Source: an optimization exercise on an open RTL-to-GDS flow (aim: small area). Production flows keep margins and buffers that such runs may drop. Where RTL was checked, it was by simulation tests only, not by an equivalence proof against the original. Function not checked in runs 3 to 6: the RTL went through the layout flow alone. Power and IR drop assume default switching activity.

**design/flow/constraint.sdc**
```tcl
create_clock -name core_clock -period 8.0 [get_ports {clk}]
set_input_delay 1.6000 -clock core_clock [delete_from_list [all_inputs] [get_ports {clk}]]
set_output_delay 1.6000 -clock core_clock [all_outputs]
set_load 0.01 [all_outputs]
```
**design/flow/run.sh**
```bash
#!/bin/bash
# synth_recipe.tcl (not shown) runs the flow's synth.tcl, then flattens the netlist and writes it again
# the make line also repeats each setting of config.mk as NAME=value (left out here)
make -C /OpenROAD-flow-scripts/flow DESIGN_CONFIG=/design/flow/config.mk WORK_HOME=/design/flow/orfs CLKGATE_MAP_FILE= SYNTH_SCRIPT=/design/flow/synth_recipe.tcl finish
```
**design/flow/config.mk**
```make
export PLATFORM = sky130hd
export DESIGN_NAME = chipemu80_core
export DESIGN_NICKNAME = chipemu80_core
export VERILOG_FILES = /design/flow/design.v
export SDC_FILE = /design/flow/constraint.sdc
export NUM_CORES = 4
export LEC_CHECK = 0
export CAP_MARGIN = 20
export CORE_MARGIN = 2
export CORE_UTILIZATION = 40
export PLACE_DENSITY = 0.6
export SLEW_MARGIN = 20
```
**design/flow/design.v**
```verilog
module chipemu80_core (
    input  wire        clk,
    input  wire        rst,
    output reg         mem_valid,
    output reg         mem_we,
    output reg  [15:0] mem_addr,
    output wire [7:0]  mem_wdata,
    input  wire        mem_ready,
    input  wire [7:0]  mem_rdata,
    output wire        halted,
    output wire        faulted,
    output wire [17:0] fault_addr,    
    output wire [15:0] fault_pc,
    output wire [7:0]  fault_op,
    output wire        unk_valid,
    output wire [7:0]  unk_op,
    output wire [15:0] unk_pc,
    output wire        render_yield,
    output wire [55:0] state_regs,    
    output wire [15:0] state_pc,
    output wire [15:0] state_sp,
    output wire [5:0]  state_flags    
);
    localparam [4:0]
        S_INIT   = 5'd0,
        S_FETCH  = 5'd1,
        S_FRSP   = 5'd2,
        S_DEC    = 5'd3,
        S_PX     = 5'd4,    
        S_ORD    = 5'd5,    
        S_ORSP   = 5'd6,    
        S_HRD    = 5'd7,    
        S_HWR    = 5'd8,    
        S_RRDH   = 5'd9,    
        S_SPINC  = 5'd10,   
        S_RRDL   = 5'd11,   
        S_RRSPL  = 5'd12,   
        S_RING8  = 5'd13,   
        S_CWLO   = 5'd14,   
        S_CRING2 = 5'd15,   
        S_CWHI   = 5'd16,   
        S_DONE   = 5'd17,
        S_HALT   = 5'd18,
        S_FAULT  = 5'd19;
    reg [4:0]  state;
    reg [3:0]  cnt;
    reg [1:0]  ph;           
    reg        m_j;          
    reg        m_c;          
    reg [3:0]  icount;
    reg [7:0]  rB, rC, rD, rE, rH, rL, rA;
    reg [15:0] pc;
    reg [14:0] sp;           
    reg [7:0]  op, t;
    reg        fz, fs, fc, fh, fn;
    reg        cp, ca;       
    wire st_init  = (state == S_INIT);
    wire st_fetch = (state == S_FETCH);
    wire st_frsp  = (state == S_FRSP);
    wire st_dec   = (state == S_DEC);
    wire st_px    = (state == S_PX);
    wire st_ord   = (state == S_ORD);
    wire st_orsp  = (state == S_ORSP);
    wire st_hrd   = (state == S_HRD);
    wire st_hwr   = (state == S_HWR);
    wire st_rrdh  = (state == S_RRDH);
    wire st_spinc = (state == S_SPINC);
    wire st_rrdl  = (state == S_RRDL);
    wire st_rrspl = (state == S_RRSPL);
    wire st_ring8 = (state == S_RING8);
    wire st_cwlo  = (state == S_CWLO);
    wire st_cring = (state == S_CRING2);
    wire st_cwhi  = (state == S_CWHI);
    wire st_done  = (state == S_DONE);
    assign halted  = (state == S_HALT);
    assign faulted = (state == S_FAULT);
    assign state_regs  = {rA, rB, rC, rD, rE, rH, rL};
    assign state_pc    = pc;
    assign state_sp    = {sp, 1'b0};
    assign state_flags = {fz, fs, 1'b0, fc, fh, fn};
    wire [1:0] g = op[7:6];
    wire [2:0] y = op[5:3];
    wire [2:0] z = op[2:0];
    wire is_ldrn  = (g == 2'd0) && (z == 3'd6) && (y != 3'd6);
    wire is_ld16  = (op == 8'h11) || (op == 8'h21);
    wire is_ldrr  = (g == 2'd1) && (y != 3'd6) && (z != 3'd6);
    wire is_ldrm  = (g == 2'd1) && (y != 3'd6) && (z == 3'd6);
    wire is_ldmr  = (g == 2'd1) && (y == 3'd6) && (z != 3'd6);
    wire is_halt  = (op == 8'h76);
    wire is_add   = (g == 2'd2) && (y == 3'd0) && (z != 3'd6);
    wire is_cpr   = (g == 2'd2) && (y == 3'd7) && (z != 3'd6);
    wire is_cpn   = (op == 8'hFE);
    wire is_jp    = (op == 8'hC3);
    wire is_jpz   = (op == 8'hCA);
    wire is_jpnz  = (op == 8'hC2);
    wire is_call  = (op == 8'hCD);
    wire is_ret   = (op == 8'hC9);
    wire is_retz  = (op == 8'hC8);
    wire is_retnz = (op == 8'hC0);
    wire is_nop   = (op == 8'h00);
    wire known    = is_nop | is_ldrn | is_ld16 | is_ldrr | is_ldrm | is_ldmr |
                    is_halt | is_add | is_cpr | is_cpn | is_jp | is_jpz |
                    is_jpnz | is_call | is_ret | is_retz | is_retnz;
    wire l2 = is_ldrn | is_cpn;
    wire l3 = is_ld16 | is_jp | is_jpz | is_jpnz | is_call;
    wire jp_taken  = is_jp | (is_jpz & fz) | (is_jpnz & ~fz);
    wire ret_taken = is_ret | (is_retz & fz) | (is_retnz & ~fz);
    wire pc_hi = &pc[15:2];
    wire pc_fd = pc_hi & (pc[1] | pc[0]);    
    wire pc_fe = pc_hi & pc[1];              
    wire pc_ff = pc_hi & pc[1] & pc[0];      
    wire sp_lo = ~|sp;                       
    wire sp_top = &sp;                       
    wire fault = (is_call & (pc_fd | sp_lo)) |
                 (ret_taken & sp_top) |
                 (jp_taken & pc_fe) |
                 (l3 & ~jp_taken & ~is_call & pc_fd) |
                 (l2 & pc_fe) |
                 (~l2 & ~l3 & ~is_halt & ~ret_taken & pc_ff);
    assign fault_pc   = pc;
    assign fault_op   = op;
    wire   fa_neg     = is_call & ~pc_fd;
    assign fault_addr = {fa_neg, fa_neg, 1'b1, {16{fa_neg}}};
    assign unk_valid = st_dec & ~known & ~fault;
    assign unk_op    = op;
    assign unk_pc    = pc;
    assign render_yield = (st_done & (&icount)) | (st_dec & is_halt);
    wire [1:0] lenm1   = {l3, l2};
    wire regop_en = ~m_j & ((ph != 2'd0) | (lenm1 == 2'd0));
    wire reg_act  = st_px & cnt[3] & regop_en;
    wire wr_bus   = is_ldrr | is_ldrn | is_ldrm | is_ld16;
    wire use_t    = is_ldrn | is_ldrm | is_ld16 | is_cpn;
    wire rd_z     = is_ldrr | is_add | is_cpr | is_ldmr;
    wire alu_op   = is_add | is_cpr | is_cpn;
    wire [2:0] dest = is_ld16 ? {op[5], ~op[5], ~ph[1]} : y;
    reg rz;
    always @(*) begin
        case (z)
            3'd0: rz = rB[0];
            3'd1: rz = rC[0];
            3'd2: rz = rD[0];
            3'd3: rz = rE[0];
            3'd4: rz = rH[0];
            3'd5: rz = rL[0];
            default: rz = rA[0];
        endcase
    end
    wire bus = ~st_init & (use_t ? t[0] : rz);
    wire sp_op  = st_spinc | st_cring;
    wire alu_a  = sp_op ? sp[0] : rA[0];
    wire alu_b  = sp_op ? (cnt == 4'd0) : bus;
    wire sub    = sp_op ? st_cring : ~is_add;
    wire sum    = alu_a ^ alu_b ^ ca;
    wire cnext  = ((alu_a ^ sub) & alu_b) | ((alu_a ^ sub) & ca) | (alu_b & ca);
    wire alu_run = (reg_act & alu_op) | st_spinc | (st_cring & m_c);
    wire [7:0] sh_en;
    genvar k;
    generate
        for (k = 0; k < 8; k = k + 1) begin : g_sh
            assign sh_en[k] = st_init |
                              (reg_act & ((wr_bus & (dest == k)) | (rd_z & (z == k)) |
                                          ((k == 7) & alu_op)));
        end
    endgenerate
    wire a_in = (reg_act & is_add) ? sum : ((st_init | (wr_bus & (dest == 3'd7))) ? bus : rA[0]);
    wire ring   = st_ring8 | (st_cring & ~cnt[3]);
    wire go_px  = st_dec & ~fault & ~is_halt & ~ret_taken & ~is_ldrm;
    wire pc_sh  = st_init | st_px | go_px | ring;
    wire kb     = (cnt == 4'd0) & (st_px | go_px | (st_ring8 & m_c));
    wire pc_sum = pc[0] ^ kb ^ cp;
    wire pc_in  = ~st_init & (ring ? op[0] : pc_sum);
    wire t_load  = (st_px & (cnt == 4'd0) & ~m_j) | st_orsp | (st_spinc & (cnt == 4'd0));
    wire t_sh    = ring | (reg_act & (use_t | is_ldmr));
    wire t_in    = ring ? pc_sum : bus;
    wire op_load = st_frsp | (st_px & (cnt == 4'd0) & m_j) | st_rrspl;
    wire sp_sh   = st_init | st_spinc | (st_cring & m_c);
    assign mem_wdata = t;
    always @(*) begin
        mem_valid = st_fetch | st_ord | st_hrd | st_hwr | st_rrdh | st_rrdl |
                    ((st_cwlo | st_cwhi) & m_c);
        mem_we    = st_hwr | st_cwlo | st_cwhi;
        if (st_hrd | st_hwr)
            mem_addr = {rH, rL};
        else if (st_rrdh | st_rrdl | st_cwlo | st_cwhi)
            mem_addr = {sp, st_rrdh | st_cwhi};
        else
            mem_addr = pc;
    end
    wire timed = st_init | st_px | go_px | st_spinc | st_ring8 | st_cring;
    reg [4:0] nstate;
    always @(*) begin
        nstate = state;
        case (state)
            S_INIT:   if (cnt == 4'd15) nstate = S_FETCH;
            S_FETCH:  if (mem_ready) nstate = S_FRSP;
            S_FRSP:   nstate = S_DEC;
            S_DEC: begin
                if (fault)          nstate = S_FAULT;
                else if (is_halt)   nstate = S_HALT;
                else if (ret_taken) nstate = S_RRDH;
                else if (is_ldrm)   nstate = S_HRD;
                else                nstate = S_PX;
            end
            S_PX: if (cnt == 4'd15) begin
                if (~m_j & (ph == lenm1)) nstate = is_ldmr ? S_HWR : S_DONE;
                else                      nstate = S_ORD;
            end
            S_ORD:    if (mem_ready) nstate = (m_j & ph[0]) ? S_ORSP : S_PX;
            S_ORSP:   nstate = S_RING8;
            S_HRD:    if (mem_ready) nstate = S_PX;
            S_HWR:    if (mem_ready) nstate = S_DONE;
            S_RRDH:   if (mem_ready) nstate = S_SPINC;
            S_SPINC:  if (cnt == 4'd14) nstate = S_RRDL;
            S_RRDL:   if (mem_ready) nstate = S_RRSPL;
            S_RRSPL:  nstate = S_RING8;
            S_RING8:  if (cnt == 4'd7) nstate = S_CWLO;
            S_CWLO:   if (mem_ready | ~m_c) nstate = S_CRING2;
            S_CRING2: if (cnt == 4'd14) nstate = S_CWHI;
            S_CWHI:   if (mem_ready | ~m_c) nstate = S_DONE;
            S_DONE:   nstate = S_FETCH;
            S_HALT:   ;
            S_FAULT:  ;
            default:  nstate = S_FAULT;
        endcase
    end
    always @(posedge clk) begin
        if (rst) begin
            state <= S_INIT;
            cnt   <= 4'd0;
        end else begin
            state <= nstate;
            cnt   <= (timed & (nstate == state | go_px)) ? cnt + 4'd1 : 4'd0;
        end
    end
    always @(posedge clk) begin
        if (st_dec) begin
            ph  <= 2'd0;
            m_j <= jp_taken | is_call;
            m_c <= is_call;
        end else if (st_ord & mem_ready) begin
            ph <= ph + 2'd1;
        end
    end
    always @(posedge clk) begin
        if (st_init)
            icount <= 4'd0;
        else if (st_done)
            icount <= icount + 4'd1;
    end
    always @(posedge clk) begin
        if (sh_en[0]) rB <= {bus, rB[7:1]};
        if (sh_en[1]) rC <= {bus, rC[7:1]};
        if (sh_en[2]) rD <= {bus, rD[7:1]};
        if (sh_en[3]) rE <= {bus, rE[7:1]};
        if (sh_en[4]) rH <= {bus, rH[7:1]};
        if (sh_en[5]) rL <= {bus, rL[7:1]};
        if (sh_en[7]) rA <= {a_in, rA[7:1]};
    end
    always @(posedge clk) begin
        if (pc_sh) begin
            pc <= {pc_in, pc[15:1]};
            cp <= ~st_init & ((pc[0] & kb) | (pc[0] & cp) | (kb & cp));
        end
        if (sp_sh)
            sp <= {st_init | sum, sp[14:1]};
        ca <= alu_run & cnext;
        if (t_load)    t <= mem_rdata;
        else if (t_sh) t <= {t_in, t[7:1]};
        if (op_load)   op <= mem_rdata;
        else if (ring) op <= {t[0], op[7:1]};
    end
    wire fl_en = reg_act & alu_op;
    always @(posedge clk) begin
        if (st_init) begin
            fz <= 1'b0; fs <= 1'b0; fc <= 1'b0; fh <= 1'b0; fn <= 1'b0;
        end else if (fl_en) begin
            fz <= ~sum & ((cnt[2:0] == 3'd0) | fz);
            fs <= sum;
            fn <= sub;
            if (cnt[2:0] == 3'd3) fh <= cnext;
            if (cnt[2:0] == 3'd7) fc <= cnext;
        end
    end
endmodule
```
==> results of run 1 <==
[flip-flops by register name, indices dropped and copies added, names as in the netlist, 5 cells and up]
name	count
rA	8
rB	8
rL	8
rD	8
rH	8
state	5
rC	8
pc	16
t	8
sp	15
rE	8
op	8
[power groups by stage]
stage	sequential, W	combinational, W	clock [W]
floorplan	0.000724	0.0000123	0
global placement	0.000725	0.0000214	0
detailed placement	0.000725	0.0000215	0
CTS	0.000711	0.0000217	0.000801
global route	0.000710	0.0000239	0.000826
finish	0.000711	0.0000217	0.000784
[layout make-up]
cell class                 count  area, µm²
tap                          225        282
clock buffer                  17        425
clock inverter                15        176
fill                        1501       7960
sequential                   127       3600
inverter                      20       75.1
multi-input combinational    430       2820
timing repair buffer         203       2020
[critical path, delay by kind of cell (launching register included)]
| kind | cells | cell delay, ns |
|---|---|---|
| buffers and inverters | 1 | 0.57 |
| flip-flops | 1 | 0.69 |
| AO/OA/AOI/OAI | 3 | 1.04 |
| AND/OR/NAND/NOR | 3 | 0.90 |
[cells by family (layout without fill, tap and decap cells)]
group	count (synthesis)	in the layout	synth area share, %
flip-flops	127	127	50.6
AND/OR/NAND/NOR	233	233	17.4
adder cells (fa/ha/maj)	9	9	1.65
XOR/XNOR	12	12	1.48
other	2	3	0.105
buffers and inverters	119	255	10.1
multiplexers	40	40	6.11
AO/OA/AOI/OAI	133	133	12.5
[cell usage in the layout (no fill, tap or decap), types with 7 or more instances in the layout]
cell type / synthesis / final
nor2_1: 49 / 49
nand3_1: 20 / 20
nor2b_1: 13 / 13
clkdlybuf4s50_1: 0 / 197
and3_1: 9 / 9
a21oi_1: 23 / 21
ha_1: 7 / 7
nor4_1: 7 / 7
nand2_1: 52 / 52
edfxtp_1: 106 / 106
dfxtp_1: 21 / 21
nand3b_1: 8 / 8
inv_1: 20 / 20
mux2i_1: 24 / 24
mux2_2: 15 / 15
nand4_1: 12 / 12
nor3_1: 16 / 15
a31oi_1: 10 / 10
nand2b_1: 11 / 11
xnor2_1: 10 / 10
o21ai_1: 0 / 7
clkbuf_16: 0 / 17
o21ai_0: 42 / 35
[worst max path at each step]
stage / endpoint / slack [ns] / start
floorplan: unk_valid / 4.18 / op[0]$_DFFE_PP_
global placement: mem_addr[15] / 3.20 / state[3]$_SDFF_PP0_
detailed placement: mem_addr[8] / 3.04 / state[3]$_SDFF_PP0_
CTS: mem_addr[8] / 2.58 / state[3]$_SDFF_PP0_
global route: unk_valid / 2.50 / op[0]$_DFFE_PP_
finish: unk_valid / 2.79 / op[0]$_DFFE_PP_
[per-stage QoR]
step / setup slack [ns] / util (%) / hold slack [ns]
2_1_floorplan: 4.18 / - / 0.468
3_3_place_gp: 3.20 / 50.6 / 0.432
3_5_place_dp: 3.04 / 50.6 / 0.433
4_1_cts: 2.58 / 54.1 / 0.450
5_1_grt: 2.50 / 54.2 / 0.468
6_report: 2.79 / 54.2 / 0.448
[metal layers]
| layer | vias up | routed length, µm | share of wire, % | GRT usage (%) |
|---|---|---|---|---|
| met2 | 270 | 9830 | 47 | 34.7 |
| met1 | 2790 | 9060 | 44 | 28.7 |
| met5 | - | 0 | 0 | 0 |
| met4 | 0 | 396 | 1.9 | 7.85 |
| met3 | 35 | 1420 | 6.9 | 6.25 |
| li1 | 2691 | - | - | - |
==> results.sh, run 1 <==
export IMPL_synth_edf_count=106
export IMPL_worstSetupPathType="reg -> out"
export IMPL_diodes=0
export IMPL_ir_worst_vdd_uv=147
export IMPL_required_ns=6.40
export IMPL_place_gp_congestion=0.911
export IMPL_worst_pin_slew_ns=0.903
export IMPL_hpwlAfterDp_um=15400
export IMPL_cts_tree="yes"
export IMPL_synthTopCellsByArea="edfxtp_1, buf_4, dfxtp_1"
export IMPL_finalCritPeriodShare_pct=65.2
export IMPL_worst_path_largest_cell_delay_ns=0.69
export IMPL_yosysSeqAreaShare_pct=50.6
export IMPL_cts_buffer_depth=2
export IMPL_hold_path_depth=0
export IMPL_syn_cell_area_mm2=0.00712
export IMPL_syn_mean_instance_area_um2=10.5
export IMPL_final_cells=1037
export IMPL_yosys_warnings=1
export IMPL_crit_path_start_kind="register"
export IMPL_p_per_area_mw_per_mm2=161
export IMPL_arrival_ns=3.61
export IMPL_synth_cells=675
export IMPL_min_to="rC[2]$_DFFE_PP_"
export IMPL_seq_power_share_pct=46.9
export IMPL_placed_area_mm2=0.00878
export IMPL_clkPwrFrac_pct=51.7
export IMPL_slew_headroom_pct=39.6
export IMPL_path_clk_slew_ns=0.06
export IMPL_fin_nets=818
export IMPL_netSwitchingFraction_pct=21.7
export IMPL_placed_cells=1004
export IMPL_skew_ns=0.0117
export IMPL_p_switching_w=0.000330
export IMPL_antenna_found_initial=0
export IMPL_first_iter_violations=470
export IMPL_grt_pass1_vias=5491
export IMPL_yosys_area_top_type_share_pct=44.7
export IMPL_route_detailed_wl_per_inst_um=20.0
export IMPL_drt_vias_per_instance=5.58
export IMPL_drc_errors=0
export IMPL_synthFlopType="edfxtp_1"
export IMPL_synthArstFlopShare_pct=0
export IMPL_p_total_w=0.00152
export IMPL_r2r_setup_slack_ns=3.90
export IMPL_postCtsHoldBufs=0
export IMPL_p_leak_nw=3.48
export IMPL_maxCapViolCount=0
export IMPL_synth_most_common_cell="edfxtp_1"
export IMPL_pwr_share_comb_pct=1.4
export IMPL_final_antenna_net_count=0
export IMPL_hold_violations=0
export IMPL_synthTopCellsByCount="edfxtp_1, buf_4, nand2_1"
export IMPL_clock_latency_ns=0.43
export IMPL_ys_types=79
export IMPL_rsz0062_at_grt="no"
export IMPL_p_int_w=0.00119
export IMPL_post_route_min_period_ns=5.21
export IMPL_dr_total_vias=5786
export IMPL_reg2reg_to="t[7]$_DFFE_PP_"
export IMPL_fp_row_count=48
export IMPL_grt_overflow=0
export IMPL_grt_usage_pct=21.9
export IMPL_dieArea_mm2=0.0189
export IMPL_io_pins=201
export IMPL_fin_area_mm2=0.00940
export IMPL_cts_resized=0
export IMPL_hold_class="reg -> reg"
export IMPL_areaGrowthSynthToFinish_pct=32.0
export IMPL_outcome="finished clean"
export IMPL_htreeDepth=4
export IMPL_wirelength_um=20700
export IMPL_grt_max_degree=37
export IMPL_cts_setup_buffers=0
export IMPL_max_freq_mhz=192
export IMPL_numCtsBuffers=17
export IMPL_r2r_start="op[0]$_DFFE_PP_"
export IMPL_crit_fanout=21
export IMPL_crit_slowest_cell="edfxtp_1"
export IMPL_finalMaxSlewViolations=0
export IMPL_start_util_pct=41.0
export IMPL_holdCritStartpoint="rC[3]$_DFFE_PP_"
export IMPL_setup_tns_ns=0
export IMPL_dr_pass1_iters=5
export IMPL_coreArea_mm2=0.0174
export IMPL_io_buffers=197
export IMPL_grt_pass1_wl_um=31000
export IMPL_die_w_um=137
export IMPL_fp_dieH_um=137
export IMPL_cts_root_buf="clkbuf_16"
export IMPL_crit_path_end_kind="output pin"
export IMPL_drive_above_1_share_pct=8.25
export IMPL_cts_sinks=127
export IMPL_ys_ff_latch=127
export IMPL_netlist_top_cell_by_area="edfxtp_1"
export IMPL_finalSetupViolCount=0
export IMPL_ff2ff_path_depth=10
export IMPL_crit_chain="or3_1 > a2111oi_1 > nand4b_1 > o221ai_1 > a21oi_2 > and4_1 > clkdlybuf4s50_1"
==> run 2: changes to the inputs <==
==> design/flow/flow/run.sh (new file) <==
#!/bin/bash
set -euo pipefail
export BUFFER_PORTS_ARGS="-buffer_cell sky130_fd_sc_hd__buf_1"
bash standard.sh > flow.log 2>&1
==> design/flow/standard.sh (new file) <==
#!/bin/bash
# synth_recipe.tcl (not shown) runs the flow's synth.tcl, then flattens the netlist and writes it again
# the make line also repeats each setting of config.mk as NAME=value (left out here)
make -C /OpenROAD-flow-scripts/flow DESIGN_CONFIG=/design/flow/config.mk WORK_HOME=/design/flow/orfs CLKGATE_MAP_FILE= SYNTH_SCRIPT=/design/flow/synth_recipe.tcl "${@:-finish}"
removed: design/flow/run.sh
==> run 2 against run 1 <==
Against the previous run: still clean on timing, DRC and antenna; via count shrank 1.7%; final area shrank 13%; cell count unchanged; sequential cell count is the same; total power is 2.6% lower; die area stayed put; first-iteration DRC count is 27% higher; critical path depth unchanged; largest power group unchanged; highest routed layer unchanged.
==> results.sh, run 2 <==
export IMPL_outcome="finished clean"
export IMPL_place_gp_congestion=0.901
export IMPL_cts_root_buf="clkbuf_16"
export IMPL_netlist_top_cell_by_area="edfxtp_1"
export IMPL_max_freq_mhz=208
export IMPL_min_to="rE[3]$_DFFE_PP_"
export IMPL_crit_chain="or3_1 > a2111oi_1 > nand4b_1 > o221ai_1 > a21oi_2 > and4_1 > buf_1"
export IMPL_grt_max_degree=37
export IMPL_ff2ff_path_depth=10
export IMPL_coreArea_mm2=0.0174
export IMPL_drt_vias_per_instance=5.49
export IMPL_io_buffers=197
export IMPL_syn_mean_instance_area_um2=10.5
export IMPL_wirelength_um=18700
export IMPL_holdCritStartpoint="rE[4]$_DFFE_PP_"
export IMPL_synth_edf_count=106
export IMPL_fill_cells=1664
export IMPL_cts_buffer_depth=2
export IMPL_slew_headroom_pct=39.4
export IMPL_ir_worst_vdd_uv=129
export IMPL_yosysSeqAreaShare_pct=50.6
export IMPL_fin_nets=818
export IMPL_syn_cell_area_mm2=0.00712
export IMPL_finalCritPeriodShare_pct=60.2
export IMPL_synth_compound_area_share_pct=12.5
export IMPL_dieArea_mm2=0.0189
export IMPL_grt_usage_pct=19.8
export IMPL_largest_register_ffs=16
export IMPL_placed_area_mm2=0.00755
export IMPL_crit_buf_inv=1
export IMPL_first_iter_violations=595
export IMPL_synthTopCellsByArea="edfxtp_1, buf_4, dfxtp_1"
export IMPL_worstSetupPathType="reg -> out"
export IMPL_postCtsHoldBufs=0
export IMPL_setup_tns_ns=0
export IMPL_synthMuxAreaShare_pct=6.11
export IMPL_fp_dieH_um=137
export IMPL_maxCapViolCount=0
export IMPL_synth_xor_area_share_pct=1.48
export IMPL_placed_cells=1004
export IMPL_route_detailed_wl_per_inst_um=18.1
export IMPL_ys_ff_latch=127
export IMPL_dr_total_vias=5690
export IMPL_top_regs="pc (16), sp (15)"
export IMPL_htreeDepth=4
export IMPL_final_cell_mix="buf_1, edfxtp_1, nand2_1, nor2_1, o21ai_0"
export IMPL_crit_fanout=21
export IMPL_antenna_found_initial=0
export IMPL_post_route_min_period_ns=4.82
export IMPL_cts_tree="yes"
export IMPL_finalSetupViolCount=0
export IMPL_pre_cts_ws_ns=3.43
export IMPL_final_cells=1037
export IMPL_hold_path_depth=0
export IMPL_ys_types=79
export IMPL_grt_pass1_vias=5137
export IMPL_areaGrowthSynthToFinish_pct=14.5
export IMPL_synthFlopType="edfxtp_1"
export IMPL_cts_setup_buffers=0
export IMPL_crit_path_start_kind="register"
export IMPL_path_clk_slew_ns=0.06
export IMPL_fp_row_count=48
export IMPL_yosys_area_top_type_share_pct=44.7
export IMPL_synthTopCellsByCount="edfxtp_1, buf_4, nand2_1"
export IMPL_cts_sinks=127
export IMPL_skew_ns=0.0192
export IMPL_r2r_start="op[0]$_DFFE_PP_"
export IMPL_required_ns=6.40
export IMPL_crit_slowest_cell="edfxtp_1"
export IMPL_multiInputGateArea_mm2=0.00282
export IMPL_synth_fa_ha_area_share_pct=1.65
export IMPL_arrival_ns=3.22
export IMPL_die_w_um=137
export IMPL_hold_class="reg -> reg"
export IMPL_yosys_warnings=1
export IMPL_crit_family="compound AO/OA/AOI/OAI gates"
export IMPL_diodes=0
export IMPL_grt_pass1_wl_um=28300
export IMPL_synth_most_common_cell="edfxtp_1"
export IMPL_p_leak_nw=2.99
export IMPL_seqCellArea_mm2=0.00360
export IMPL_finalMaxSlewViolations=0
export IMPL_drc_errors=0
export IMPL_io_pins=201
export IMPL_final_common_cell="buf_1"
export IMPL_r2r_setup_slack_ns=3.99
export IMPL_worst_pin_slew_ns=0.908
export IMPL_dr_pass1_iters=5
export IMPL_yosys_area_share_simple_pct=17.4
export IMPL_rsz0062_at_grt="no"
export IMPL_grt_overflow=0
export IMPL_hold_violations=0
export IMPL_final_antenna_net_count=0
export IMPL_hpwlAfterDp_um=13900
export IMPL_cts_resized=0
export IMPL_fin_area_mm2=0.00815
export IMPL_start_util_pct=41.0
export IMPL_crit_path_end_kind="output pin"
export IMPL_drive_above_1_share_pct=8.50
export IMPL_synthArstFlopShare_pct=0
export IMPL_synth_cells=675
export IMPL_top_register="pc"
export IMPL_p_per_area_mw_per_mm2=181
export IMPL_numCtsBuffers=17
export IMPL_worst_path_largest_cell_delay_ns=0.67
export IMPL_setup_ws_ns=3.18
export IMPL_clock_latency_ns=0.42
export IMPL_reg2reg_to="t[7]$_DFFE_PP_"
export IMPL_synth_top_family_by_area="simple AND/OR/NAND/NOR gates"
run 2: changes by cell type in the layout (fill, tap and decap cells not counted), sizes merged:
cell / previous run / this run
inv: 26 / 28
buf: 6 / 203
bufinv: 2 / 1
clkinvlp: 2 / 5
clkinv: 5 / 1
clkdlybuf4s50: 197 / 0
run 2: worst max-delay path by stage:
| stage | from | slack (ns) | cells past startpoint | end |
|---|---|---|---|---|
| floorplan | op[0]$_DFFE_PP_ | 4.18 | 7 | unk_valid |
| global placement | state[2]$_SDFF_PP0_ | 3.54 | 8 | mem_addr[10] |
| detailed placement | state[2]$_SDFF_PP0_ | 3.43 | 8 | mem_addr[11] |
| CTS | state[2]$_SDFF_PP0_ | 2.96 | 8 | mem_addr[11] |
| global route | op[0]$_DFFE_PP_ | 2.89 | 7 | unk_valid |
| finish | op[0]$_DFFE_PP_ | 3.18 | 7 | unk_valid |
run 2: stage by stage:
step	util [%]	hold WS (ns)	power, W
2_1_floorplan	-	0.468	0.000736
4_1_cts	46.8	0.445	0.00149
5_1_grt	47.0	0.463	0.00153
3_3_place_gp	43.5	0.430	0.000742
3_5_place_dp	43.5	0.431	0.000741
6_report	47.0	0.444	0.00148
run 2: metal layers:
| metal | vias up | GRT usage (%) | wire, µm |
|---|---|---|---|
| met5 | - | 0 | 0 |
| met4 | 0 | 6.19 | 233 |
| met2 | 254 | 30.7 | 8720 |
| met3 | 18 | 5.30 | 1380 |
| li1 | 2694 | - | - |
| met1 | 2724 | 27.0 | 8400 |
run 2: kinds of logic after synthesis:
| logic type | Yosys count |
|---|---|
| simple gates | 233 |
| compound gates | 133 |
| flops | 127 |
| buf+inv | 119 |
| mux | 40 |
| xor+xnor | 12 |
| fa+ha+maj | 9 |
| other cells | 2 |
run 2: power by group:
group / internal [W] / switching [W] / total [W]
combinational: 0.00000622 / 0.0000113 / 0.0000175
sequential: 0.000708 / 0.00000234 / 0.000710
clock: 0.000436 / 0.000313 / 0.000749
total: 0.00115 / 0.000327 / 0.00148
run 2: layout make-up:
cell class | count | area share, %
multi-input combinational | 430 | 34.6
timing repair buffer | 203 | 9.72
inverter | 20 | 0.921
clock buffer | 17 | 5.22
clock inverter | 15 | 1.83
sequential | 127 | 44.2
tap | 225 | 3.45
==> run 3: changes to the inputs <==
--- a/design/flow/design.v
+++ b/design/flow/design.v
@@ -148,7 +148,7 @@
     wire bus = ~st_init & (use_t ? t[0] : rz);
     wire sp_op  = st_spinc | st_cring;
     wire alu_a  = sp_op ? sp[0] : rA[0];
-    wire alu_b  = sp_op ? (cnt == 4'd0) : bus;
+    wire alu_b  = sp_op ? (cnt == 4'd1) : bus;
     wire sub    = sp_op ? st_cring : ~is_add;
     wire sum    = alu_a ^ alu_b ^ ca;
     wire cnext  = ((alu_a ^ sub) & alu_b) | ((alu_a ^ sub) & ca) | (alu_b & ca);
@@ -163,13 +163,13 @@
         end
     endgenerate
     wire a_in = (reg_act & is_add) ? sum : ((st_init | (wr_bus & (dest == 3'd7))) ? bus : rA[0]);
-    wire ring   = st_ring8 | (st_cring & ~cnt[3]);
+    wire ring   = (st_ring8 | st_cring) & cnt[3];
     wire go_px  = st_dec & ~fault & ~is_halt & ~ret_taken & ~is_ldrm;
     wire pc_sh  = st_init | st_px | go_px | ring;
-    wire kb     = (cnt == 4'd0) & (st_px | go_px | (st_ring8 & m_c));
+    wire kb     = (cnt[2:0] == 3'd0) & ((~cnt[3] & (st_px | go_px)) | (st_ring8 & m_c));
     wire pc_sum = pc[0] ^ kb ^ cp;
     wire pc_in  = ~st_init & (ring ? op[0] : pc_sum);
-    wire t_load  = (st_px & (cnt == 4'd0) & ~m_j) | st_orsp | (st_spinc & (cnt == 4'd0));
+    wire t_load  = (st_px & (cnt == 4'd0) & ~m_j) | st_orsp | (st_spinc & (cnt == 4'd1));
     wire t_sh    = ring | (reg_act & (use_t | is_ldmr));
     wire t_in    = ring ? pc_sum : bus;
     wire op_load = st_frsp | (st_px & (cnt == 4'd0) & m_j) | st_rrspl;
@@ -187,11 +187,13 @@
             mem_addr = pc;
     end
     wire timed = st_init | st_px | go_px | st_spinc | st_ring8 | st_cring;
+    wire tdone = &cnt;
+    wire [3:0] preset = {st_orsp | st_rrspl, 2'b00, st_rrdh | st_cwlo};
     reg [4:0] nstate;
     always @(*) begin
         nstate = state;
         case (state)
-            S_INIT:   if (cnt == 4'd15) nstate = S_FETCH;
+            S_INIT:   if (tdone) nstate = S_FETCH;
             S_FETCH:  if (mem_ready) nstate = S_FRSP;
             S_FRSP:   nstate = S_DEC;
             S_DEC: begin
@@ -201,7 +203,7 @@
                 else if (is_ldrm)   nstate = S_HRD;
                 else                nstate = S_PX;
             end
-            S_PX: if (cnt == 4'd15) begin
+            S_PX: if (tdone) begin
                 if (~m_j & (ph == lenm1)) nstate = is_ldmr ? S_HWR : S_DONE;
                 else                      nstate = S_ORD;
             end
@@ -210,12 +212,12 @@
             S_HRD:    if (mem_ready) nstate = S_PX;
             S_HWR:    if (mem_ready) nstate = S_DONE;
             S_RRDH:   if (mem_ready) nstate = S_SPINC;
-            S_SPINC:  if (cnt == 4'd14) nstate = S_RRDL;
+            S_SPINC:  if (tdone) nstate = S_RRDL;
             S_RRDL:   if (mem_ready) nstate = S_RRSPL;
             S_RRSPL:  nstate = S_RING8;
-            S_RING8:  if (cnt == 4'd7) nstate = S_CWLO;
+            S_RING8:  if (tdone) nstate = S_CWLO;
             S_CWLO:   if (mem_ready | ~m_c) nstate = S_CRING2;
-            S_CRING2: if (cnt == 4'd14) nstate = S_CWHI;
+            S_CRING2: if (tdone) nstate = S_CWHI;
             S_CWHI:   if (mem_ready | ~m_c) nstate = S_DONE;
             S_DONE:   nstate = S_FETCH;
             S_HALT:   ;
@@ -229,7 +231,7 @@
             cnt   <= 4'd0;
         end else begin
             state <= nstate;
-            cnt   <= (timed & (nstate == state | go_px)) ? cnt + 4'd1 : 4'd0;
+            cnt   <= timed ? cnt + 4'd1 : preset;
         end
     end
     always @(posedge clk) begin
==> design/flow/flow/run.sh (replaced) <==
#!/bin/bash
set -euo pipefail
export BUFFER_PORTS_ARGS="-buffer_cell sky130_fd_sc_hd__buf_1"
export CTS_ARGS="-sink_clustering_enable -repair_clock_nets -dont_use_dummy_load -buf_list sky130_fd_sc_hd__clkbuf_4"
bash standard.sh > flow.log 2>&1
==> run 3 against run 2 <==
Against the previous run: cell count shrank 5.6%; clock skew grew 0.027 ns; clock power shrank about 60%; area after synthesis shrank 4.1%; critical endpoint is now mem_addr[9]; largest cell class unchanged; largest power group is now sequential cells.
==> results.sh, run 3 <==
export IMPL_cts_setup_buffers=0
export IMPL_ys_types=69
export IMPL_min_to="rE[6]$_DFFE_PP_"
export IMPL_place_gp_congestion=0.982
export IMPL_htreeDepth=4
export IMPL_io_pins=201
export IMPL_cts_resized=0
export IMPL_finalCritPeriodShare_pct=60.5
export IMPL_p_switching_w=0.00152
export IMPL_r2r_start="op[3]$_DFFE_PP_"
export IMPL_cts_root_buf="clkbuf_4"
export IMPL_drc_errors=0
export IMPL_netlist_top_cell_by_area="edfxtp_1"
export IMPL_wirelength_um=18900
export IMPL_synthTopCellsByArea="edfxtp_1, buf_4, dfxtp_1"
export IMPL_ys_ff_latch=127
export IMPL_setup_tns_ns=0
export IMPL_p_leak_nw=2.49
export IMPL_cts_buffer_depth=2
export IMPL_worst_pin_slew_ns=1.08
export IMPL_finalMaxSlewViolations=0
export IMPL_synth_cells=634
export IMPL_path_clk_slew_ns=0.11
export IMPL_post_route_util_pct=44.5
export IMPL_crit_path_end_kind="output pin"
export IMPL_areaGrowthSynthToFinish_pct=8.34
export IMPL_netSwitchingFraction_pct=46.6
export IMPL_slew_headroom_pct=28.1
export IMPL_drt_vias_per_instance=5.50
export IMPL_skew_ns=0.0457
export IMPL_start_util_pct=41.0
export IMPL_fill_cells=1621
export IMPL_reg2reg_to="pc[15]$_DFFE_PP_"
export IMPL_r2r_setup_slack_ns=4.21
export IMPL_yosys_warnings=1
export IMPL_top_register="pc"
export IMPL_ff2ff_path_depth=11
export IMPL_route_detailed_wl_per_inst_um=19.3
export IMPL_finalSetupViolCount=0
export IMPL_fp_row_count=47
export IMPL_antenna_found_initial=1
export IMPL_grt_usage_pct=20.7
export IMPL_yosysSeqAreaShare_pct=52.8
export IMPL_synth_edf_count=106
export IMPL_ir_worst_vdd_uv=225
export IMPL_io_buffers=197
export IMPL_p_per_area_mw_per_mm2=440
export IMPL_holdWs_ns=0.429
export IMPL_p_int_w=0.00174
export IMPL_grt_pass1_vias=5016
export IMPL_grt_max_degree=34
export IMPL_top_regs="pc (16), sp (15)"
export IMPL_first_iter_violations=454
export IMPL_max_freq_mhz=207
export IMPL_clkPwrFrac_pct=9.1
export IMPL_fin_nets=779
export IMPL_dr_pass1_iters=5
export IMPL_dieArea_mm2=0.0181
export IMPL_p_total_w=0.00326
export IMPL_cts_tree="yes"
export IMPL_die_w_um=135
export IMPL_clock_latency_ns=0.55
export IMPL_synthArstFlopShare_pct=0
export IMPL_coreArea_mm2=0.0166
export IMPL_hold_class="reg -> reg"
export IMPL_crit_fanout=18
export IMPL_grt_pass1_wl_um=28700
export IMPL_seq_power_share_pct=47.1
export IMPL_final_antenna_net_count=0
export IMPL_syn_cell_area_mm2=0.00683
export IMPL_postCtsHoldBufs=0
export IMPL_hold_violations=0
export IMPL_final_common_cell="buf_1"
export IMPL_yosys_area_top_type_share_pct=46.6
export IMPL_worstSetupPathType="reg -> out"
export IMPL_synth_most_common_cell="edfxtp_1"
export IMPL_synthTopCellsByCount="edfxtp_1, buf_4, nand2_1"
export IMPL_pwr_share_comb_pct=43.8
export IMPL_drive_above_1_share_pct=6.73
export IMPL_crit_path_start_kind="register"
export IMPL_maxCapViolCount=0
export IMPL_cts_sinks=127
export IMPL_rsz0062_at_grt="no"
export IMPL_outcome="finished clean"
export IMPL_required_ns=6.40
export IMPL_final_cell_mix="buf_1, edfxtp_1, nand2_1, nor2_1, o21ai_0"
export IMPL_largest_register_ffs=16
export IMPL_fp_dieH_um=135
export IMPL_hpwlAfterDp_um=14300
export IMPL_arrival_ns=3.24
export IMPL_hold_path_depth=0
export IMPL_holdCritStartpoint="rE[7]$_DFFE_PP_"
export IMPL_syn_mean_instance_area_um2=10.8
export IMPL_numCtsBuffers=17
export IMPL_synthFlopType="edfxtp_1"
export IMPL_dr_total_vias=5387
export IMPL_post_route_min_period_ns=4.84
export IMPL_grt_overflow=0
run 3: changes by cell type after synthesis, moves of 5 or more:
cell / before / now
nand2b_1: 11 / 6
buf_2: 4 / 13
and3_1: 9 / 4
clkbuf_1: 23 / 13
a32oi_1: 2 / 8
nand3_1: 20 / 14
and2_1: 3 / 8
nand3b_1: 8 / 1
o221ai_1: 5 / 0
run 3: worst max-delay path by stage:
stage | cells past startpoint | slack, ns | from | end
finish | 5 | 3.16 | state[4]$_SDFFE_PP0P_ | mem_addr[9]
global route | 7 | 2.90 | state[3]$_SDFFE_PP0P_ | mem_addr[5]
CTS | 7 | 3.18 | state[3]$_SDFFE_PP0P_ | mem_addr[5]
detailed placement | 7 | 3.72 | state[3]$_SDFFE_PP0P_ | mem_addr[5]
global placement | 9 | 3.82 | op[3]$_DFFE_PP_ | unk_valid
floorplan | 9 | 4.21 | op[3]$_DFFE_PP_ | unk_valid
run 3: layout make-up:
| class | instances | area (µm²) | area share, % |
|---|---|---|---|
| Sequential cell | 127 | 3600 | 48.7 |
| Timing Repair Buffer | 201 | 769 | 10.4 |
| Multi-Input combinational cell | 394 | 2550 | 34.4 |
| Clock buffer | 17 | 128 | 1.73 |
| Inverter | 19 | 71.3 | 0.964 |
| Tap cell | 220 | 275 | 3.72 |
| Antenna cell | 1 | 2.50 | 0.0338 |
run 3: per-stage QoR:
stage	instance area, µm²	cells	worst slack (ns)
6_report	7400	979	3.16
5_1_grt	7400	979	2.90
4_1_cts	7390	978	3.18
3_5_place_dp	7260	961	3.72
3_3_place_gp	7260	961	3.82
2_1_floorplan	6830	635	4.21
run 3: layer usage:
metal	routed length (µm)	track usage, %	vias up
li1	-	-	2498
met5	0	0	-
met1	8290	28.1	2596
met2	8800	32.2	256
met3	1220	4.28	37
met4	583	9.12	0
run 3: power groups by stage:
stage	registers, W	logic, W	clock network [W]
6_report	0.00153	0.00143	0.000297
4_1_cts	0.00154	0.00143	0.000309
2_1_floorplan	0.00153	0.000927	0
5_1_grt	0.00159	0.00156	0.000333
3_3_place_gp	0.00154	0.00142	0
3_5_place_dp	0.00155	0.00143	0
run 3: logic make-up after synthesis:
family,count (synthesis),synth area share (%)
muxes,39,6.01
other,2,0.110
and+or+nand+nor,201,14.7
buffers and inverters,114,10.2
DFF,127,52.8
xor gates and xnor gates,15,1.92
adders and majority gates,9,1.74
AOI/OAI and AO/OA,127,12.5
run 3: worst max-delay path, stage by stage (launching register included):
cell	delay, ns
dfxtp_1	0.81
nor2b_1	0.37
a21oi_2	0.93
mux2i_1	0.22
o21ai_0	0.19
buf_1	0.18
==> run 4: changes to the inputs <==
==> design/flow/flow/run.sh (replaced) <==
#!/bin/bash
set -euo pipefail
export BUFFER_PORTS_ARGS="-buffer_cell sky130_fd_sc_hd__buf_1"
export CTS_ARGS="-sink_clustering_enable -repair_clock_nets -dont_use_dummy_load -buf_list {sky130_fd_sc_hd__clkbuf_2 sky130_fd_sc_hd__clkbuf_4}"
bash standard.sh > flow.log 2>&1
==> run 4 against run 3 <==
Against the previous run: maximum frequency is the same; non-clock buffer count is the same; cell count is the same; still clean on timing, DRC and antenna; sequential share of layout area is the same; critical path depth is the same; first-iteration DRC count is the same; total power is the same; worst setup slack is the same; final area is the same; clock power is essentially flat; die area is the same; global-route usage is the same.
==> results.sh, run 4 <==
export IMPL_final_antenna_net_count=0
export IMPL_rsz0062_at_grt="no"
export IMPL_synthArstFlopShare_pct=0
export IMPL_synthTopCellsByCount="edfxtp_1, buf_4, nand2_1"
export IMPL_maxCapViolCount=0
export IMPL_grt_pass1_wl_um=28700
export IMPL_areaGrowthSynthToFinish_pct=8.34
export IMPL_postCtsHoldBufs=0
export IMPL_fill_cells=1621
export IMPL_synth_most_common_cell="edfxtp_1"
export IMPL_drc_errors=0
export IMPL_fp_dieH_um=135
export IMPL_syn_cell_area_mm2=0.00683
export IMPL_start_util_pct=41.0
export IMPL_first_iter_violations=454
export IMPL_hpwlAfterDp_um=14300
export IMPL_synth_edf_count=106
export IMPL_yosysSeqAreaShare_pct=52.8
export IMPL_drive_above_1_share_pct=6.73
export IMPL_finalMaxSlewViolations=0
export IMPL_grt_pass1_vias=5016
export IMPL_final_common_cell="buf_1"
export IMPL_worst_pin_slew_ns=1.08
export IMPL_cts_buffer_depth=2
export IMPL_route_detailed_wl_per_inst_um=19.3
export IMPL_antenna_found_initial=1
export IMPL_top_regs="pc (16), sp (15)"
export IMPL_required_ns=6.40
export IMPL_finalSetupViolCount=0
export IMPL_io_buffers=197
export IMPL_clock_latency_ns=0.55
export IMPL_placed_cells=961
export IMPL_arrival_ns=3.24
export IMPL_p_per_area_mw_per_mm2=440
export IMPL_yosys_warnings=1
export IMPL_synthTopCellsByArea="edfxtp_1, buf_4, dfxtp_1"
export IMPL_syn_mean_instance_area_um2=10.8
export IMPL_ys_ff_latch=127
export IMPL_largest_register_ffs=16
export IMPL_p_leak_nw=2.49
export IMPL_hold_violations=0
export IMPL_place_gp_congestion=0.982
export IMPL_worstSetupPathType="reg -> out"
export IMPL_cts_root_buf="clkbuf_4"
export IMPL_crit_path_end_kind="output pin"
export IMPL_grt_usage_pct=20.7
export IMPL_post_route_min_period_ns=4.84
export IMPL_crit_path_start_kind="register"
export IMPL_fp_row_count=47
export IMPL_top_register="pc"
export IMPL_cts_setup_buffers=0
export IMPL_skew_ns=0.0457
export IMPL_dieArea_mm2=0.0181
export IMPL_htreeDepth=4
export IMPL_hold_class="reg -> reg"
export IMPL_wirelength_um=18900
export IMPL_ys_types=69
export IMPL_die_w_um=135
export IMPL_numCtsBuffers=17
export IMPL_path_clk_slew_ns=0.11
export IMPL_grt_overflow=0
export IMPL_netlist_top_cell_by_area="edfxtp_1"
export IMPL_final_cell_mix="buf_1, edfxtp_1, nand2_1, nor2_1, o21ai_0"
export IMPL_crit_fanout=18
export IMPL_yosys_area_top_type_share_pct=46.6
export IMPL_coreArea_mm2=0.0166
export IMPL_cts_sinks=127
export IMPL_drt_vias_per_instance=5.50
export IMPL_slew_headroom_pct=28.1
export IMPL_setup_tns_ns=0
export IMPL_synthFlopType="edfxtp_1"
export IMPL_max_freq_mhz=207
export IMPL_fin_nets=779
export IMPL_final_cells=979
export IMPL_outcome="finished clean"
export IMPL_finalCritPeriodShare_pct=60.5
export IMPL_io_pins=201
export IMPL_cts_resized=0
export IMPL_dr_pass1_iters=5
export IMPL_ir_worst_vdd_uv=225
export IMPL_dr_total_vias=5387
export IMPL_cts_tree="yes"
export IMPL_grt_max_degree=34
export IMPL_synth_cells=634
## run 4: cell counts in the layout (fill, tap and decap cells not counted)
No cell type changed its count.
## run 4: layer usage
| metal | vias up | wire, µm | GRT usage (%) |
|---|---|---|---|
| li1 | 2498 | - | - |
| met1 | 2596 | 8290 | 28.1 |
| met2 | 256 | 8800 | 32.2 |
| met5 | - | 0 | 0 |
| met4 | 0 | 583 | 9.12 |
| met3 | 37 | 1220 | 4.28 |
## run 4: layout make-up
| type | instances | area, µm² | share of cell area, % |
|---|---|---|---|
| inverters | 19 | 71.3 | 0.964 |
| diodes | 1 | 2.50 | 0.0338 |
| multi-input cells | 394 | 2550 | 34.4 |
| well taps | 220 | 275 | 3.72 |
| repair buffers | 201 | 769 | 10.4 |
| clock buffers | 17 | 128 | 1.73 |
| flip-flops and latches | 127 | 3600 | 48.7 |
## run 4: worst paths after layout
kind         slack, ns               end                  start  cells past startpoint
max               3.16       mem_addr[9]  state[4]$_SDFFE_PP0P_                      5
min               0.43   rE[6]$_DFFE_PP_        rE[7]$_DFFE_PP_                      0
max reg2reg       4.21  pc[15]$_DFFE_PP_        op[3]$_DFFE_PP_                     11
min reg2reg       0.43   rE[6]$_DFFE_PP_        rE[7]$_DFFE_PP_                      0
## run 4: logic make-up (layout without fill, tap and decap cells)
| group | Yosys count | count (layout) | share of synthesized area (%) |
|---|---|---|---|
| simple gates | 201 | 201 | 14.7 |
| compound gates | 127 | 127 | 12.5 |
| flops | 127 | 127 | 52.8 |
| buf+inv | 114 | 237 | 10.2 |
| mux | 39 | 39 | 6.01 |
| xor+xnor | 15 | 15 | 1.92 |
| fa+ha+maj | 9 | 9 | 1.74 |
| other cells | 2 | 4 | 0.110 |
## run 4: through the flow
stage	hold WS (ns)	instance area [µm²]	setup WS (ns)	power [W]	util (%)
after global placement	0.433	7260	3.82	0.00297	43.6
after detailed placement	0.432	7260	3.72	0.00297	43.6
after global routing	0.447	7400	2.90	0.00348	44.5
after floorplan	0.432	6830	4.21	0.00245	-
final	0.429	7400	3.16	0.00326	44.5
after CTS	0.436	7390	3.18	0.00328	44.4
## run 4: power by group
| group | leakage, nW | switching (W) | internal, W | total [W] |
|---|---|---|---|---|
| Combinational | 1.22 | 0.000983 | 0.000444 | 0.00143 |
| Sequential | 1.20 | 0.000335 | 0.00120 | 0.00153 |
| Clock | 0.0782 | 0.000200 | 0.0000969 | 0.000297 |
## run 4: critical path: stages, from the launching register on
cell     delay, ns
dfxtp_1       0.81
nor2b_1       0.37
a21oi_2       0.93
mux2i_1       0.22
o21ai_0       0.19
buf_1         0.18
==> run 5: changes to the inputs <==
--- a/design/flow/design.v
+++ b/design/flow/design.v
@@ -22,26 +22,25 @@
     output wire [5:0]  state_flags    
 );
     localparam [4:0]
-        S_INIT   = 5'd0,
-        S_FETCH  = 5'd1,
-        S_FRSP   = 5'd2,
-        S_DEC    = 5'd3,
-        S_PX     = 5'd4,    
-        S_ORD    = 5'd5,    
-        S_ORSP   = 5'd6,    
-        S_HRD    = 5'd7,    
-        S_HWR    = 5'd8,    
-        S_RRDH   = 5'd9,    
-        S_SPINC  = 5'd10,   
-        S_RRDL   = 5'd11,   
-        S_RRSPL  = 5'd12,   
-        S_RING8  = 5'd13,   
-        S_CWLO   = 5'd14,   
-        S_CRING2 = 5'd15,   
-        S_CWHI   = 5'd16,   
-        S_DONE   = 5'd17,
-        S_HALT   = 5'd18,
-        S_FAULT  = 5'd19;
+        S_FRSP   = 5'b00001,
+        S_DEC    = 5'b00010,
+        S_RSP2   = 5'b00011,   
+        S_DONE   = 5'b00100,
+        S_HALT   = 5'b00110,
+        S_FAULT  = 5'b00111,
+        S_INIT   = 5'b01000,
+        S_PX     = 5'b01001,   
+        S_SPINC  = 5'b01010,   
+        S_RING8  = 5'b01011,   
+        S_CRING2 = 5'b01100,   
+        S_FETCH  = 5'b10000,
+        S_ORD    = 5'b10001,   
+        S_HRD    = 5'b10010,   
+        S_HWR    = 5'b11010,   
+        S_RRDL   = 5'b10100,   
+        S_RRDH   = 5'b10101,   
+        S_CWLO   = 5'b11100,   
+        S_CWHI   = 5'b11101;   
     reg [4:0]  state;
     reg [3:0]  cnt;
     reg [1:0]  ph;           
@@ -60,13 +59,12 @@
     wire st_dec   = (state == S_DEC);
     wire st_px    = (state == S_PX);
     wire st_ord   = (state == S_ORD);
-    wire st_orsp  = (state == S_ORSP);
+    wire st_rsp2  = (state == S_RSP2);
     wire st_hrd   = (state == S_HRD);
     wire st_hwr   = (state == S_HWR);
     wire st_rrdh  = (state == S_RRDH);
     wire st_spinc = (state == S_SPINC);
     wire st_rrdl  = (state == S_RRDL);
-    wire st_rrspl = (state == S_RRSPL);
     wire st_ring8 = (state == S_RING8);
     wire st_cwlo  = (state == S_CWLO);
     wire st_cring = (state == S_CRING2);
@@ -169,26 +167,25 @@
     wire kb     = (cnt[2:0] == 3'd0) & ((~cnt[3] & (st_px | go_px)) | (st_ring8 & m_c));
     wire pc_sum = pc[0] ^ kb ^ cp;
     wire pc_in  = ~st_init & (ring ? op[0] : pc_sum);
-    wire t_load  = (st_px & (cnt == 4'd0) & ~m_j) | st_orsp | (st_spinc & (cnt == 4'd1));
+    wire t_load  = (st_px & (cnt == 4'd0) & ~m_j) | (st_rsp2 & m_j) | (st_spinc & (cnt == 4'd1));
     wire t_sh    = ring | (reg_act & (use_t | is_ldmr));
     wire t_in    = ring ? pc_sum : bus;
-    wire op_load = st_frsp | (st_px & (cnt == 4'd0) & m_j) | st_rrspl;
+    wire op_load = st_frsp | (st_px & (cnt == 4'd0) & m_j) | (st_rsp2 & ~m_j);
     wire sp_sh   = st_init | st_spinc | (st_cring & m_c);
     assign mem_wdata = t;
     always @(*) begin
-        mem_valid = st_fetch | st_ord | st_hrd | st_hwr | st_rrdh | st_rrdl |
-                    ((st_cwlo | st_cwhi) & m_c);
-        mem_we    = st_hwr | st_cwlo | st_cwhi;
-        if (st_hrd | st_hwr)
+        mem_valid = state[4] & (~(state[3] & state[2]) | m_c);
+        mem_we    = state[3];
+        if (state[1])
             mem_addr = {rH, rL};
-        else if (st_rrdh | st_rrdl | st_cwlo | st_cwhi)
-            mem_addr = {sp, st_rrdh | st_cwhi};
+        else if (state[2])
+            mem_addr = {sp, state[0]};
         else
             mem_addr = pc;
     end
     wire timed = st_init | st_px | go_px | st_spinc | st_ring8 | st_cring;
     wire tdone = &cnt;
-    wire [3:0] preset = {st_orsp | st_rrspl, 2'b00, st_rrdh | st_cwlo};
+    wire [3:0] preset = {st_rsp2, 2'b00, st_rrdh | st_cwlo};
     reg [4:0] nstate;
     always @(*) begin
         nstate = state;
@@ -207,14 +204,13 @@
                 if (~m_j & (ph == lenm1)) nstate = is_ldmr ? S_HWR : S_DONE;
                 else                      nstate = S_ORD;
             end
-            S_ORD:    if (mem_ready) nstate = (m_j & ph[0]) ? S_ORSP : S_PX;
-            S_ORSP:   nstate = S_RING8;
+            S_ORD:    if (mem_ready) nstate = (m_j & ph[0]) ? S_RSP2 : S_PX;
+            S_RSP2:   nstate = S_RING8;
             S_HRD:    if (mem_ready) nstate = S_PX;
             S_HWR:    if (mem_ready) nstate = S_DONE;
             S_RRDH:   if (mem_ready) nstate = S_SPINC;
             S_SPINC:  if (tdone) nstate = S_RRDL;
-            S_RRDL:   if (mem_ready) nstate = S_RRSPL;
-            S_RRSPL:  nstate = S_RING8;
+            S_RRDL:   if (mem_ready) nstate = S_RSP2;
             S_RING8:  if (tdone) nstate = S_CWLO;
             S_CWLO:   if (mem_ready | ~m_c) nstate = S_CRING2;
             S_CRING2: if (tdone) nstate = S_CWHI;
==> design/flow/flow/run.sh (replaced) <==
#!/bin/bash
set -euo pipefail
export BUFFER_PORTS_ARGS="-buffer_cell sky130_fd_sc_hd__buf_1"
export CTS_ARGS="-sink_clustering_enable -repair_clock_nets -dont_use_dummy_load -buf_list sky130_fd_sc_hd__clkbuf_8 -sink_clustering_size 20"
bash standard.sh > flow.log 2>&1
==> run 5 against run 4 <==
Against the previous run: still clean on timing, DRC and antenna; non-clock buffer count up 1; worst hold slack better by 0.021 ns; combinational power about the same; first-iteration DRC count up 12%; sequential power about the same; worst setup slack worse by 0.032 ns; largest cell class unchanged.
==> results.sh, run 5 <==
export IMPL_outcome="finished clean"
export IMPL_synth_most_common_cell="edfxtp_1"
export IMPL_io_pins=201
export IMPL_top_regs="pc (16), sp (15)"
export IMPL_syn_mean_instance_area_um2=10.9
export IMPL_grt_max_degree=59
export IMPL_syn_cell_area_mm2=0.00700
export IMPL_largest_register_ffs=16
export IMPL_hold_violations=0
export IMPL_first_iter_violations=509
export IMPL_skew_ns=0.0349
export IMPL_crit_path_start_kind="register"
export IMPL_htreeDepth=4
export IMPL_setup_tns_ns=0
export IMPL_grt_pass1_vias=5131
export IMPL_ys_types=76
export IMPL_yosys_warnings=1
export IMPL_areaGrowthSynthToFinish_pct=9.24
export IMPL_netSwitchingFraction_pct=45.2
export IMPL_synth_edf_count=106
export IMPL_fp_dieH_um=136
export IMPL_rsz0062_at_grt="no"
export IMPL_p_int_w=0.00182
export IMPL_dr_total_vias=5514
export IMPL_ff2ff_path_depth=7
export IMPL_crit_fanout=19
export IMPL_fp_row_count=48
export IMPL_cts_root_buf="clkbuf_8"
export IMPL_cts_setup_buffers=0
export IMPL_ys_ff_latch=127
export IMPL_netlist_top_cell_by_area="edfxtp_1"
export IMPL_synthTopCellsByCount="edfxtp_1, buf_4, nand2_1"
export IMPL_start_util_pct=40.8
export IMPL_hold_path_depth=0
export IMPL_route_detailed_wl_per_inst_um=19.5
export IMPL_required_ns=6.40
export IMPL_clock_latency_ns=0.45
export IMPL_drc_errors=0
export IMPL_grtUsageMet2_pct=32.3
export IMPL_post_route_min_period_ns=4.87
export IMPL_grt_util_met1_pct=28.0
export IMPL_maxCapViolCount=0
export IMPL_coreArea_mm2=0.0172
export IMPL_fin_area_mm2=0.00765
export IMPL_cts_resized=0
export IMPL_numCtsBuffers=17
export IMPL_final_common_cell="buf_1"
export IMPL_pwr_share_comb_pct=42.6
export IMPL_multiInputGateArea_mm2=0.00269
export IMPL_p_leak_nw=2.50
export IMPL_wirelength_um=19300
export IMPL_dieArea_mm2=0.0186
export IMPL_r2r_setup_slack_ns=4.03
export IMPL_grt_pass1_wl_um=29100
export IMPL_finalSetupViolCount=0
export IMPL_placed_area_mm2=0.00742
export IMPL_dr_pass1_iters=6
export IMPL_antenna_found_initial=0
export IMPL_p_switching_w=0.00150
export IMPL_max_freq_mhz=205
export IMPL_synthFlopType="edfxtp_1"
export IMPL_synthArstFlopShare_pct=0
export IMPL_final_antenna_net_count=0
export IMPL_cts_tree="yes"
export IMPL_ir_worst_vdd_uv=203
export IMPL_setup_ws_ns=3.13
export IMPL_seqCellArea_mm2=0.00360
export IMPL_arrival_ns=3.27
export IMPL_yosysSeqAreaShare_pct=51.5
export IMPL_worstSetupPathType="reg -> out"
export IMPL_fin_nets=785
export IMPL_cts_buffer_depth=2
export IMPL_place_gp_congestion=0.904
export IMPL_synth_cells=642
export IMPL_gr_max_usage_layer="met2"
export IMPL_grtUsageMet3_pct=5.63
export IMPL_crit_path_end_kind="output pin"
export IMPL_drive_above_1_share_pct=7.98
export IMPL_die_w_um=136
export IMPL_pre_cts_ws_ns=3.61
export IMPL_synthTopCellsByArea="edfxtp_1, buf_4, dfxtp_1"
export IMPL_io_buffers=197
export IMPL_postCtsHoldBufs=0
export IMPL_hold_class="reg -> reg"
export IMPL_grt_overflow=0
export IMPL_drt_vias_per_instance=5.58
export IMPL_final_cell_mix="buf_1, edfxtp_1, nand2_1, nor2_1, o21ai_0"
export IMPL_yosys_area_top_type_share_pct=45.5
export IMPL_slew_headroom_pct=33.1
export IMPL_finalMaxSlewViolations=0
export IMPL_clkPwrFrac_pct=12.1
export IMPL_finalCritPeriodShare_pct=60.9
export IMPL_seq_power_share_pct=45.3
export IMPL_cts_sinks=127
export IMPL_hpwlAfterDp_um=14300
export IMPL_fill_cells=1677
export IMPL_diodes=0
export IMPL_top_register="pc"
export IMPL_worst_pin_slew_ns=1.00
export IMPL_grt_usage_pct=20.8
export IMPL_p_per_area_mw_per_mm2=434
export IMPL_path_clk_slew_ns=0.07
run 5: changes by cell type in the layout (fill, tap and decap cells not counted), moves of 4 or more:
cell,previous run,this run
clkbuf_4,17,0
a21oi_1,17,23
o21ai_0,38,34
nand3b_1,1,7
and2_1,8,4
o22ai_1,2,8
nor2_1,48,41
nand2_1,54,49
nor3_1,14,9
clkbuf_8,0,17
nand3_1,14,19
run 5: kinds of logic after synthesis:
kind of cell / share of synthesized area (%)
AO/OA/AOI/OAI: 13.3
XOR/XNOR: 1.63
adder cells (fa/ha/maj): 1.68
buffers and inverters: 10.1
flip-flops: 51.5
multiplexers: 6.32
other: 0.107
AND/OR/NAND/NOR: 15.3
run 5: path summary, 6_finish.rpt:
kind,to,start
worst max-delay path,unk_valid,op[2]$_DFFE_PP_
worst min-delay path,rA[5]$_DFFE_PP_,rA[6]$_DFFE_PP_
worst max register to register,pc[14]$_DFFE_PP_,op[3]$_DFFE_PP_
worst min register to register,rA[5]$_DFFE_PP_,rA[6]$_DFFE_PP_
run 5: power groups by stage:
stage                     Clock, W  Sequential (W)  Combinational (W)
final                     0.000400         0.00150            0.00141
after global routing      0.000434         0.00156            0.00154
after CTS                 0.000416         0.00151            0.00142
after detailed placement         0         0.00152            0.00142
after global placement           0         0.00150            0.00140
after floorplan                  0         0.00152           0.000911
run 5: routing by layer:
| layer | part of all wire, % | routed length [µm] |
|---|---|---|
| met1 | 44 | 8390 |
| met2 | 47 | 9060 |
| met3 | 7.3 | 1400 |
| met4 | 2.2 | 431 |
| met5 | 0 | 0 |
run 5: final cells by class:
| type | count | area share (%) |
|---|---|---|
| clock buffers | 17 | 3.06 |
| inverters | 17 | 0.834 |
| multi-input cells | 401 | 35.2 |
| flip-flops and latches | 127 | 47.1 |
| well taps | 225 | 3.68 |
| repair buffers | 202 | 10.1 |
run 5: critical path, cell delays in order, from the launching register on:
cell and delay, ns:
edfxtp_1 0.77, and3b_1 0.63, nand2_1 0.22, nor2_1 0.21
nor4bb_1 0.12, a2111oi_4 0.39, nand3_1 0.13, nor2_1 0.20
buf_1 0.18
run 5: stage by stage:
step           std cells  hold WS, ns  util (%)  power, W
5_1_grt              989        0.467      44.5   0.00353
3_3_place_gp         971        0.429      43.1   0.00290
3_5_place_dp         972        0.433      43.2   0.00294
6_report             989        0.450      44.5   0.00332
2_1_floorplan        643        0.435         -   0.00243
4_1_cts              989        0.458      44.5   0.00335
==> run 6: changes to the inputs <==
==> design/flow/flow/run.sh (replaced) <==
#!/bin/bash
set -euo pipefail
export BUFFER_PORTS_ARGS="-buffer_cell sky130_fd_sc_hd__buf_1"
export CTS_ARGS="-sink_clustering_enable -repair_clock_nets -dont_use_dummy_load -buf_list sky130_fd_sc_hd__clkbuf_4 -sink_clustering_size 8"
bash standard.sh > flow.log 2>&1
==> run 6 against run 5 <==
Against the previous run: still clean; final area down 1.4%; register-to-register slack better by 0.02 ns; maximum frequency shrank 1.6%; critical path type unchanged; largest cell class unchanged; highest routed layer unchanged.
==> results.sh, run 6 <==
export IMPL_final_common_cell="buf_1"
export IMPL_syn_mean_instance_area_um2=10.9
export IMPL_synth_fa_ha_area_share_pct=1.68
export IMPL_drive_above_1_share_pct=7.98
export IMPL_skew_ns=0.0543
export IMPL_dieArea_mm2=0.0186
export IMPL_yosys_warnings=1
export IMPL_dr_pass1_iters=5
export IMPL_yosys_area_top_type_share_pct=45.5
export IMPL_cts_setup_buffers=0
export IMPL_fill_cells=1696
export IMPL_cts_buffer_depth=2
export IMPL_synth_cells=642
export IMPL_syn_cell_area_mm2=0.00700
export IMPL_synth_most_common_cell="edfxtp_1"
export IMPL_path_clk_slew_ns=0.13
export IMPL_place_gp_congestion=0.904
export IMPL_synth_compound_area_share_pct=13.3
export IMPL_final_antenna_net_count=0
export IMPL_r2r_setup_slack_ns=4.05
export IMPL_start_util_pct=40.8
export IMPL_required_ns=6.40
export IMPL_io_buffers=197
export IMPL_ys_types=76
export IMPL_finalCritPeriodShare_pct=61.9
export IMPL_p_leak_nw=2.46
export IMPL_areaGrowthSynthToFinish_pct=7.75
export IMPL_coreArea_mm2=0.0172
export IMPL_ys_ff_latch=127
export IMPL_grt_pass1_vias=5120
export IMPL_synth_edf_count=106
export IMPL_synth_xor_area_share_pct=1.63
export IMPL_grt_pass1_wl_um=29000
export IMPL_setup_ws_ns=3.05
export IMPL_yosys_area_share_simple_pct=15.3
export IMPL_setup_tns_ns=0
export IMPL_die_w_um=136
export IMPL_final_cell_mix="buf_1, edfxtp_1, nand2_1, nor2_1, o21ai_0"
export IMPL_dr_total_vias=5525
export IMPL_synth_top_family_by_area="simple AND/OR/NAND/NOR gates"
export IMPL_hpwlAfterDp_um=14300
export IMPL_slew_headroom_pct=34.1
export IMPL_hold_violations=0
export IMPL_cts_tree="yes"
export IMPL_fp_dieH_um=136
export IMPL_outcome="finished clean"
export IMPL_p_per_area_mw_per_mm2=425
export IMPL_drc_errors=0
export IMPL_largest_register_ffs=16
export IMPL_finalSetupViolCount=0
export IMPL_io_pins=201
export IMPL_yosysSeqAreaShare_pct=51.5
export IMPL_grt_usage_pct=20.7
export IMPL_antenna_found_initial=1
export IMPL_crit_path_end_kind="output pin"
export IMPL_worst_pin_slew_ns=0.985
export IMPL_fin_nets=785
export IMPL_cts_root_buf="clkbuf_4"
export IMPL_cts_sinks=127
export IMPL_clock_latency_ns=0.54
export IMPL_ir_worst_vdd_uv=207
export IMPL_synthFlopType="edfxtp_1"
export IMPL_arrival_ns=3.35
export IMPL_worstSetupPathType="reg -> out"
export IMPL_max_freq_mhz=202
export IMPL_crit_fanout=19
export IMPL_hold_class="reg -> reg"
export IMPL_grt_overflow=0
export IMPL_top_regs="pc (16), sp (15)"
export IMPL_synthTopCellsByArea="edfxtp_1, buf_4, dfxtp_1"
export IMPL_maxCapViolCount=0
export IMPL_wirelength_um=19200
export IMPL_fin_area_mm2=0.00755
export IMPL_cts_resized=0
export IMPL_rsz0062_at_grt="no"
export IMPL_numCtsBuffers=17
export IMPL_route_detailed_wl_per_inst_um=19.4
export IMPL_p_total_w=0.00321
export IMPL_htreeDepth=4
export IMPL_grt_max_degree=59
export IMPL_finalMaxSlewViolations=0
export IMPL_first_iter_violations=512
export IMPL_synthArstFlopShare_pct=0
export IMPL_placed_area_mm2=0.00742
export IMPL_drt_vias_per_instance=5.58
export IMPL_synthMuxAreaShare_pct=6.32
export IMPL_post_route_util_pct=43.9
export IMPL_crit_path_start_kind="register"
export IMPL_postCtsHoldBufs=0
export IMPL_fp_row_count=48
export IMPL_netlist_top_cell_by_area="edfxtp_1"
export IMPL_post_route_min_period_ns=4.95
export IMPL_top_register="pc"
export IMPL_synthTopCellsByCount="edfxtp_1, buf_4, nand2_1"
export IMPL_pre_cts_ws_ns=3.61
## run 6: logic make-up after synthesis
| logic type | after synthesis |
|---|---|
| multiplexers | 42 |
| flip-flops | 127 |
| AO/OA/AOI/OAI | 135 |
| AND/OR/NAND/NOR | 199 |
| other | 2 |
| buffers and inverters | 115 |
| XOR/XNOR | 13 |
| adder cells (fa/ha/maj) | 9 |
## run 6: per-stage QoR
step | std cells | hold WS, ns
after floorplan | 643 | 0.435
after global placement | 971 | 0.429
after detailed placement | 972 | 0.433
after CTS | 989 | 0.451
after global routing | 990 | 0.459
final | 990 | 0.448
## run 6: final cells by class
| class | instances | area, µm² | share of cell area, % |
|---|---|---|---|
| Sequential cell | 127 | 3600 | 47.8 |
| Clock buffer | 17 | 128 | 1.69 |
| Timing Repair Buffer | 202 | 774 | 10.3 |
| Multi-Input combinational cell | 401 | 2690 | 35.7 |
| Tap cell | 225 | 282 | 3.73 |
| Inverter | 17 | 63.8 | 0.846 |
| Antenna cell | 1 | 2.50 | 0.0332 |
## run 6: layer usage
layer	wire (µm)	GRT usage, %	up-vias
li1	-	-	2558
met1	8380	27.7	2707
met5	0	0	-
met4	327	5.90	0
met3	1260	6.52	18
met2	9220	32.4	242
## run 6: where the power goes
group | switching [W] | internal [W]
sequential | 0.000316 | 0.00119
combinational | 0.000971 | 0.000441
clock | 0.000197 | 0.0000969
total | 0.00148 | 0.00173
## run 6: worst max-delay path: stages (launching register included)
cell and delay [ns]:
edfxtp_1 0.77, and3b_1 0.63, nand2_1 0.22, nor2_1 0.21, nor4bb_1 0.12, a2111oi_4 0.40, nand3_1 0.13, nor2_1 0.20
buf_1 0.18
## run 6: worst paths after layout
kind,start,to,cells after the start
worst max register to register,op[3]$_DFFE_PP_,cp$_DFFE_PP_,7
worst min register to register,rC[3]$_DFFE_PP_,rC[2]$_DFFE_PP_,0
worst max-delay path,op[2]$_DFFE_PP_,unk_valid,8
worst min-delay path,rC[3]$_DFFE_PP_,rC[2]$_DFFE_PP_,0

Setup slack of run 6, layout unchanged: 3.051 ns with ideal ports, 3.011 ns with driving cells assumed (clock clkbuf_16, inputs buf_2), 3.565 ns with port delays also shifted by the 0.554 ns mid clock arrival.
